This is an optimization exercise on Yosys and OpenROAD, whose aim is small area, a short achievable clock period and few clock cycles, not a production implementation. Only simulation tests tie the RTL to the original design; equivalence was not proved. Power and IR drop assume default switching activity.

===== flow/design.v =====
module ufs_core (
    input  wire        clk,
    input  wire        rst,
    input  wire        rx_valid,
    input  wire [7:0]  rx_data,
    output wire        rx_ready,
    output wire        tx_valid,
    output wire [7:0]  tx_data,
    input  wire        tx_ready,
    output reg         mem_clr,
    output reg         buf_we,
    output reg  [13:0] buf_addr,
    output reg  [7:0]  buf_wdata,
    output reg         name_we,
    output reg  [5:0]  name_addr,
    output reg  [7:0]  name_wdata,
    output reg         st_valid,
    input  wire        st_ready,
    output wire [5:0]  st_name_len,
    output wire [13:0] st_length
);
    localparam [7:0] HEADER         = 8'h81;
    localparam [7:0] CMD_FILE_START = 8'h90;
    localparam [7:0] CMD_FILE_DATA  = 8'h91;
    localparam [7:0] CMD_FILE_END   = 8'h92;
    localparam [7:0] CMD_ACK        = 8'h93;
    localparam [7:0] CMD_NACK       = 8'h94;
    localparam [7:0] CMD_READY      = 8'h95;
    localparam        MAX_FRAME = 256;
    localparam [31:0] MAX_FILE  = 32'd10240;
    localparam [3:0] S_IDLE     = 4'd0,    
                     S_DISPATCH = 4'd1,    
                     S_NAME     = 4'd2,    
                     S_START_CS = 4'd3,    
                     S_DATA     = 4'd4,    
                     S_STORE    = 4'd5,    
                     S_CLEAR    = 4'd6,    
                     S_RESP     = 4'd7;    
    reg [3:0] state;
    reg        accumulating;
    reg [8:0]  frame_len;            
    reg [7:0]  scratch [0:MAX_FRAME-1];
    reg [7:0]  csum;                 
    reg [7:0]  cmd;                  
    reg [7:0]  len_field;            
    reg [15:0] seq;                  
    reg [31:0] size;                 
    reg        cs_ok;                
    reg        active;
    reg [5:0]  name_len;
    reg [13:0] declared_size;
    reg [7:0]  copy_idx;             
    reg [7:0]  copy_left;            
    reg [13:0] copy_addr;            
    reg [7:0]  resp_cmd;             
    reg        clear_then_resp;      
    reg [1:0]  tx_count;             
    reg [23:0] tx_shift;
    assign tx_valid    = (tx_count != 2'd0);
    assign tx_data     = tx_shift[23:16];
    assign rx_ready    = (state == S_IDLE);
    assign st_name_len = name_len;
    assign st_length   = declared_size;
    wire       rx_fire  = rx_valid && rx_ready;
    wire [8:0] next_len = frame_len + 9'd1;
    reg        exp_known;
    reg [8:0]  exp_len;
    always @(*) begin
        exp_known = 1'b0;
        exp_len   = 9'd0;
        case (cmd)
            CMD_FILE_START: if (frame_len >= 9'd3) begin
                exp_known = 1'b1;
                exp_len   = {1'b0, len_field} + 9'd8;
            end
            CMD_FILE_DATA: if (frame_len >= 9'd5) begin
                exp_known = 1'b1;
                exp_len   = {1'b0, len_field} + 9'd6;
            end
            CMD_FILE_END: if (frame_len >= 9'd2) begin
                exp_known = 1'b1;
                exp_len   = 9'd5;
            end
            default: ;
        endcase
    end
    wire frame_done = exp_known && (next_len == exp_len);
    wire [31:0] data_offset = ({16'd0, seq} - 32'd1) << 8;
    wire [31:0] data_end    = data_offset + {24'd0, len_field};
    wire tx_free = (tx_count == 2'd0) || (tx_count == 2'd1 && tx_ready);
    always @(posedge clk) begin
        if (rst) begin
            state           <= S_IDLE;
            accumulating    <= 1'b0;
            frame_len       <= 9'd0;
            csum            <= 8'd0;
            cmd             <= 8'd0;
            len_field       <= 8'd0;
            seq             <= 16'd0;
            size            <= 32'd0;
            cs_ok           <= 1'b0;
            active          <= 1'b0;
            name_len        <= 6'd0;
            declared_size   <= 14'd0;
            copy_idx        <= 8'd0;
            copy_left       <= 8'd0;
            copy_addr       <= 14'd0;
            resp_cmd        <= 8'd0;
            clear_then_resp <= 1'b0;
            tx_count        <= 2'd0;
            tx_shift        <= 24'd0;
            mem_clr         <= 1'b0;
            buf_we          <= 1'b0;
            buf_addr        <= 14'd0;
            buf_wdata       <= 8'd0;
            name_we         <= 1'b0;
            name_addr       <= 6'd0;
            name_wdata      <= 8'd0;
            st_valid        <= 1'b0;
        end else begin
            mem_clr <= 1'b0;
            buf_we  <= 1'b0;
            name_we <= 1'b0;
            if (tx_valid && tx_ready) begin
                tx_count <= tx_count - 2'd1;
                tx_shift <= {tx_shift[15:0], 8'd0};
            end
            case (state)
            S_IDLE: if (rx_fire) begin
                if (!accumulating) begin
                    if (rx_data == HEADER) begin
                        accumulating <= 1'b1;
                        scratch[0]   <= rx_data;
                        frame_len    <= 9'd1;
                        csum         <= rx_data;
                        cmd          <= 8'd0;
                    end
                end else if (frame_len == MAX_FRAME) begin
                    accumulating <= 1'b0;
                    frame_len    <= 9'd0;
                end else begin
                    scratch[frame_len[7:0]] <= rx_data;
                    frame_len <= next_len;
                    csum      <= csum + rx_data;
                    if (frame_len == 9'd1)
                        cmd <= rx_data;
                    if ((cmd == CMD_FILE_START && frame_len == 9'd2) ||
                        (cmd == CMD_FILE_DATA  && frame_len == 9'd4))
                        len_field <= rx_data;
                    if (frame_len == 9'd2 || frame_len == 9'd3)
                        seq <= {seq[7:0], rx_data};
                    if (cmd == CMD_FILE_START && frame_len >= 9'd3 &&
                        frame_len >= {1'b0, len_field} + 9'd3 &&
                        frame_len <= {1'b0, len_field} + 9'd6)
                        size <= {size[23:0], rx_data};
                    if (frame_done) begin
                        cs_ok        <= (csum == rx_data);
                        accumulating <= 1'b0;
                        frame_len    <= 9'd0;
                        state        <= S_DISPATCH;
                    end
                end
            end
            S_DISPATCH: begin
                case (cmd)
                CMD_FILE_START: begin
                    if (len_field > 8'd63) begin
                        resp_cmd <= CMD_NACK;
                        state    <= S_RESP;
                    end else if (size > MAX_FILE) begin
                        resp_cmd <= CMD_NACK;
                        state    <= S_RESP;
                    end else begin
                        mem_clr       <= 1'b1;
                        active        <= 1'b1;
                        name_len      <= len_field[5:0];
                        declared_size <= size[13:0];
                        copy_idx      <= 8'd3;
                        copy_left     <= len_field;
                        copy_addr     <= 14'd0;
                        state         <= S_NAME;
                    end
                end
                CMD_FILE_DATA: begin
                    if (!active) begin
                        resp_cmd <= CMD_NACK;
                        state    <= S_RESP;
                    end else if (seq == 16'd0) begin
                        resp_cmd <= CMD_NACK;
                        state    <= S_RESP;
                    end else if (data_end > MAX_FILE) begin
                        resp_cmd <= CMD_NACK;
                        state    <= S_RESP;
                    end else begin
                        copy_idx  <= 8'd5;
                        copy_left <= len_field;
                        copy_addr <= data_offset[13:0];
                        state     <= S_DATA;
                    end
                end
                CMD_FILE_END: begin
                    if (!active) begin
                        resp_cmd <= CMD_NACK;
                        state    <= S_RESP;
                    end else if (!cs_ok) begin
                        resp_cmd        <= CMD_NACK;
                        clear_then_resp <= 1'b1;
                        state           <= S_CLEAR;
                    end else begin
                        st_valid <= 1'b1;
                        state    <= S_STORE;
                    end
                end
                default: state <= S_IDLE;
                endcase
            end
            S_NAME: begin
                if (copy_left == 8'd0) begin
                    state <= S_START_CS;
                end else begin
                    name_we    <= 1'b1;
                    name_addr  <= copy_addr[5:0];
                    name_wdata <= scratch[copy_idx];
                    copy_idx   <= copy_idx + 8'd1;
                    copy_addr  <= copy_addr + 14'd1;
                    copy_left  <= copy_left - 8'd1;
                end
            end
            S_START_CS: begin
                if (cs_ok) begin
                    resp_cmd <= CMD_READY;
                    state    <= S_RESP;
                end else begin
                    resp_cmd        <= CMD_NACK;
                    clear_then_resp <= 1'b1;
                    state           <= S_CLEAR;
                end
            end
            S_DATA: begin
                if (copy_left == 8'd0) begin
                    resp_cmd <= cs_ok ? CMD_ACK : CMD_NACK;
                    state    <= S_RESP;
                end else begin
                    buf_we    <= 1'b1;
                    buf_addr  <= copy_addr;
                    buf_wdata <= scratch[copy_idx];
                    copy_idx  <= copy_idx + 8'd1;
                    copy_addr <= copy_addr + 14'd1;
                    copy_left <= copy_left - 8'd1;
                end
            end
            S_STORE: begin
                if (st_ready) begin
                    st_valid        <= 1'b0;
                    resp_cmd        <= CMD_ACK;
                    clear_then_resp <= 1'b1;
                    state           <= S_CLEAR;
                end
            end
            S_CLEAR: begin
                mem_clr         <= 1'b1;
                active          <= 1'b0;
                name_len        <= 6'd0;
                declared_size   <= 14'd0;
                clear_then_resp <= 1'b0;
                state           <= clear_then_resp ? S_RESP : S_IDLE;
            end
            S_RESP: begin
                if (tx_free) begin
                    tx_count <= 2'd3;
                    tx_shift <= {HEADER, resp_cmd, HEADER + resp_cmd};
                    state    <= S_IDLE;
                end
            end
            default: state <= S_IDLE;
            endcase
        end
    end
endmodule

===== flow/run.sh =====
#!/bin/bash
# synth_recipe.tcl (not shown) runs the flow's synth.tcl, then flattens the netlist and writes it again
# the make line also repeats each setting of config.mk as NAME=value (left out here)
make -C /OpenROAD-flow-scripts/flow DESIGN_CONFIG=/design/flow/config.mk WORK_HOME=/design/flow/orfs CLKGATE_MAP_FILE= SYNTH_SCRIPT=/design/flow/synth_recipe.tcl finish

===== flow/config.mk =====
export PLATFORM = sky130hd
export DESIGN_NAME = ufs_core
export DESIGN_NICKNAME = ufs_core
export VERILOG_FILES = /design/flow/design.v
export SDC_FILE = /design/flow/constraint.sdc
export NUM_CORES = 4
export LEC_CHECK = 0
export CAP_MARGIN = 20
export CORE_MARGIN = 2
export CORE_UTILIZATION = 40
export SLEW_MARGIN = 20

===== flow/constraint.sdc =====
create_clock -name core_clock -period 8.0 [get_ports {clk}]
set_input_delay 1.6000 -clock core_clock [delete_from_list [all_inputs] [get_ports {clk}]]
set_output_delay 1.6000 -clock core_clock [all_outputs]
set_load 0.01 [all_outputs]

==> results.toml <==
[critical_path]
worstPathMaxFanout = 16
setup.worst_path.class = "primary input to flop"
slowest_library_cell_on_the_worst_path = "sky130_fd_sc_hd__nor3b_1"
critPathTopFamily = "simple AND/OR/NAND/NOR gates"
cp_cell_sequence = "clkdlybuf4s50_1 -> and3_1 -> and2_1 -> nand2b_1 -> nor3b_1 -> nand2_1 -> nor2_1"
worst-endpoint-required_ns = 8.46
crit_buf_inv = 1
worstSetupStartpointType = "primary input"
worst_ep_arrival_time_ns = 5.81
crit_path_end_kind = "flop"
cp_slowest_stage_delay_ns = 0.90

[synthesis]
ys_warn_count = 1
yosysMostFrequentCell = "sky130_fd_sc_hd__edfxtp_1"
postSynthRegisterBits = 2264
synth_top_area_share_pct = 68.6
number_of_flops_mapped_to_enable_cells_by_yosys = 2048
mappedNetlistArea_um2 = 89700
netlist_top_cells_count = "sky130_fd_sc_hd__edfxtp_1, sky130_fd_sc_hd__mux4_2, sky130_fd_sc_hd__nor2_1, sky130_fd_sc_hd__nand2_1, sky130_fd_sc_hd__dfxtp_1"
synth_ff_type = "sky130_fd_sc_hd__edfxtp_1"
synth-async-reset-ratio_pct = 0
netlist.top_cell.by_area = "sky130_fd_sc_hd__edfxtp_1"
post_synth.cell_area_avg_um2 = 19.2
synth_area_leaders = "sky130_fd_sc_hd__edfxtp_1, sky130_fd_sc_hd__mux4_2, sky130_fd_sc_hd__dfxtp_1"
synth_fp_nets = 4732
synthCells = 4673
ys_seq_area_share_pct = 73.4
post_synth_num_cell_types = 71

[die]
core_region_area_um2 = 223000
floorplan.die_area_um2 = 228000
ios = 83
die_height_um = 478
std_cell_rows = 173
chipWidth_um = 478
initial_core_util_pct = 40.3

[sta]
final_critical_path_share_of_the_clock_period_pct = 66.8
final_worst_clock_skew_ns = 0.0529
tns_ns = 0
post-route-min-period_ns = 5.35
slew_violations = 0
grt_setup_unrepaired = "no"
worst_slew_margin_rel_pct = 21.1
final_hold_viol_count = 0
tightest_slew_ns = 1.17
hold_slack_ns = 0.450
fmax_mhz = 187
setup_violating_endpoint_count_in_the_final_report = 0

[clock_network]
post_cts.resized_instances = 0
clock_path_buffers = 3
cts_hold_buf = 0
register_clock_pin_slew_on_the_reported_worst_setup_and_hold_paths_ns = 0.06
clock_sinks = 2264
htreeDepth = 4
ctsRootBufferMaster = "sky130_fd_sc_hd__clkbuf_16"
cts_buffers = 218
clkLatencyLatePin_ns = 0.88
post-cts-setup-buffer-count = 0
cts_tree = "built"

[run]
max_cap_viol_count = 0

[min_path]
worstHoldPathType = "flop to flop"

[routing]
dr.first_iter.drc_count = 5844
antenna_left = 0
route.detailed.wl_per_inst_um = 28.7
routed_via_density = 5.78
detail_route.drc_violations = 0
routed_wl_um = 228000
num_vias = 45800
detailedRoute.firstPassIterationCount = 6

[place]
numPortBuffers = 82
place_congestion = 0.841
dpl.hpwl_um = 139000

[power_and_ir_drop]
powerDensity_nw_per_um2 = 235
vdd_ir_drop_max_v = 0.000241
leakagePower_uw = 0.0300

[grt]
grt_start_max_net_pins = 136
grt_pass1_wl_um = 332000
grt_use_total_pct = 19.8
first_global_vias = 45200
grt_overflow_total = 0
antenna_violations_before_repair = 6

[final_layout]
flow.area_growth_from_synthesis_pct = 13.1
n_fill_cell = 18600
layout.nets = 4819
layout_cells_sized_above_1_pct = 22.5

[outcome]
status = "no timing/DRC/antenna violations"
final timing paths:
kind / start / to / slack [ns] / cells after the start
setup / recovery: rx_valid / scratch[20][4] / 2.65 / 7
hold / removal: tx_shift[11] / tx_shift[19] / 0.45 / 2
hold reg to reg: tx_shift[11] / tx_shift[19] / 0.45 / 2
setup reg to reg: frame_len[0] / scratch[20][4] / 2.87 / 8
through the flow:
stage	util (%)	cell area (um^2)	total power [uW]	setup slack, ns	std cells
5_1_grt	45.6	101000	24500	2.46	7924
4_1_cts	45.6	101000	24000	2.63	7923
2_1_floorplan	-	89700	13200	3.80	4673
6_report	45.6	101000	23800	2.65	7924
3_5_place_dp	42.2	94000	13400	1.70	7515
3_3_place_gp	42.2	94000	13400	1.81	7515
state kept, by name (all words and copies together) (netlist names), 2 cells and up, named ones only:
| signal | flops |
|---|---|
| tx_shift | 24 |
| tx_count | 2 |
| len_field | 8 |
| buf_addr | 14 |
| name_len | 6 |
| name_addr | 6 |
| frame_len | 9 |
| state | 3 |
| cmd | 8 |
| copy_idx | 8 |
| csum | 8 |
| scratch | 2048 |
| name_wdata | 8 |
| declared_size | 14 |
| seq | 16 |
| buf_wdata | 8 |
| size | 32 |
| resp_cmd | 4 |
| copy_left | 8 |
| copy_addr | 14 |
logic make-up after synthesis:
logic type / synth area share (%)
compound gates: 2.58
flops: 73.4
xor+xnor: 0.430
simple gates: 4.51
buf+inv: 1.50
mux: 16.9
fa+ha+maj: 0.650
placed cells by master, fill, tap and decap left out, drive strengths merged, types with 45 or more instances in the layout:
cell,instances
clkinv,94
a21oi,171
clkdlybuf4s50,73
edfxtp,2048
mux2i,48
ha,45
clkbuf,253
o21ai,76
nand3,53
nor2,363
nand2,257
mux4,652
dfxtp,216
buf,96
nand4,52
worst min-delay path: cells and delay by family (launching register included):
kind             cells  cell delay (ns)
flip-flops           1             0.32
AND/OR/NAND/NOR      1             0.06
AO/OA/AOI/OAI        1             0.05
where the power goes:
group	total [uW]	switching, uW	internal, uW
Sequential	12900	1.23	12900
Clock	10700	4530	6120
Combinational	293	263	30.7
Total	23800	4790	19000
routing by layer:
layer,global-route usage [%],vias up,wire length [um]
met5,0,-,0
met4,5.20,0,5330
met3,3.28,287,16600
met2,30.6,2066,107000
met1,29.2,24300,99000
li1,-,19200,-
area by class of cell:
class                           count  area (um^2)  share of cell area [%]
Timing Repair Buffer              169         1720                    1.69
Clock inverter                    155         1830                    1.80
Tap cell                         2975         3720                    3.67
Inverter                           31          116                   0.115
Sequential cell                  2264        65800                    64.9
Clock buffer                      253         5610                    5.53
Antenna cell                        1         2.50                 0.00247
Multi-Input combinational cell   2076        22600                    22.3
Testbench counts, summed over its fixed seeds: cycles 137,596.

re-timing with driven ports:
No port has a modelled driver above. Below, the same layout with a new extraction and two added sets of constraints. Step 1 (the two cells are an assumption about what drives the block):
set clk [get_ports {clk}]
set_driving_cell -lib_cell sky130_fd_sc_hd__clkbuf_16 $clk
set_driving_cell -lib_cell sky130_fd_sc_hd__buf_2 [delete_from_list [all_inputs] $clk]
Step 2 also shifts input and output timing later by t, the mid clock arrival at the registers, as if the neighbouring blocks saw the same clock. a / b / c = ideal / step 1 / step 2; a / b = the first two.
shift t [ns]: 0.940
setup WS [ns]: 2.653 / 2.708 / 1.769
hold slack, ns: 0.450 / 0.450 / 0.450
After both steps setup and hold are still met in this run. The setup slack of this run moves by +0.055 ns with the drivers and by -0.884 ns with both steps.
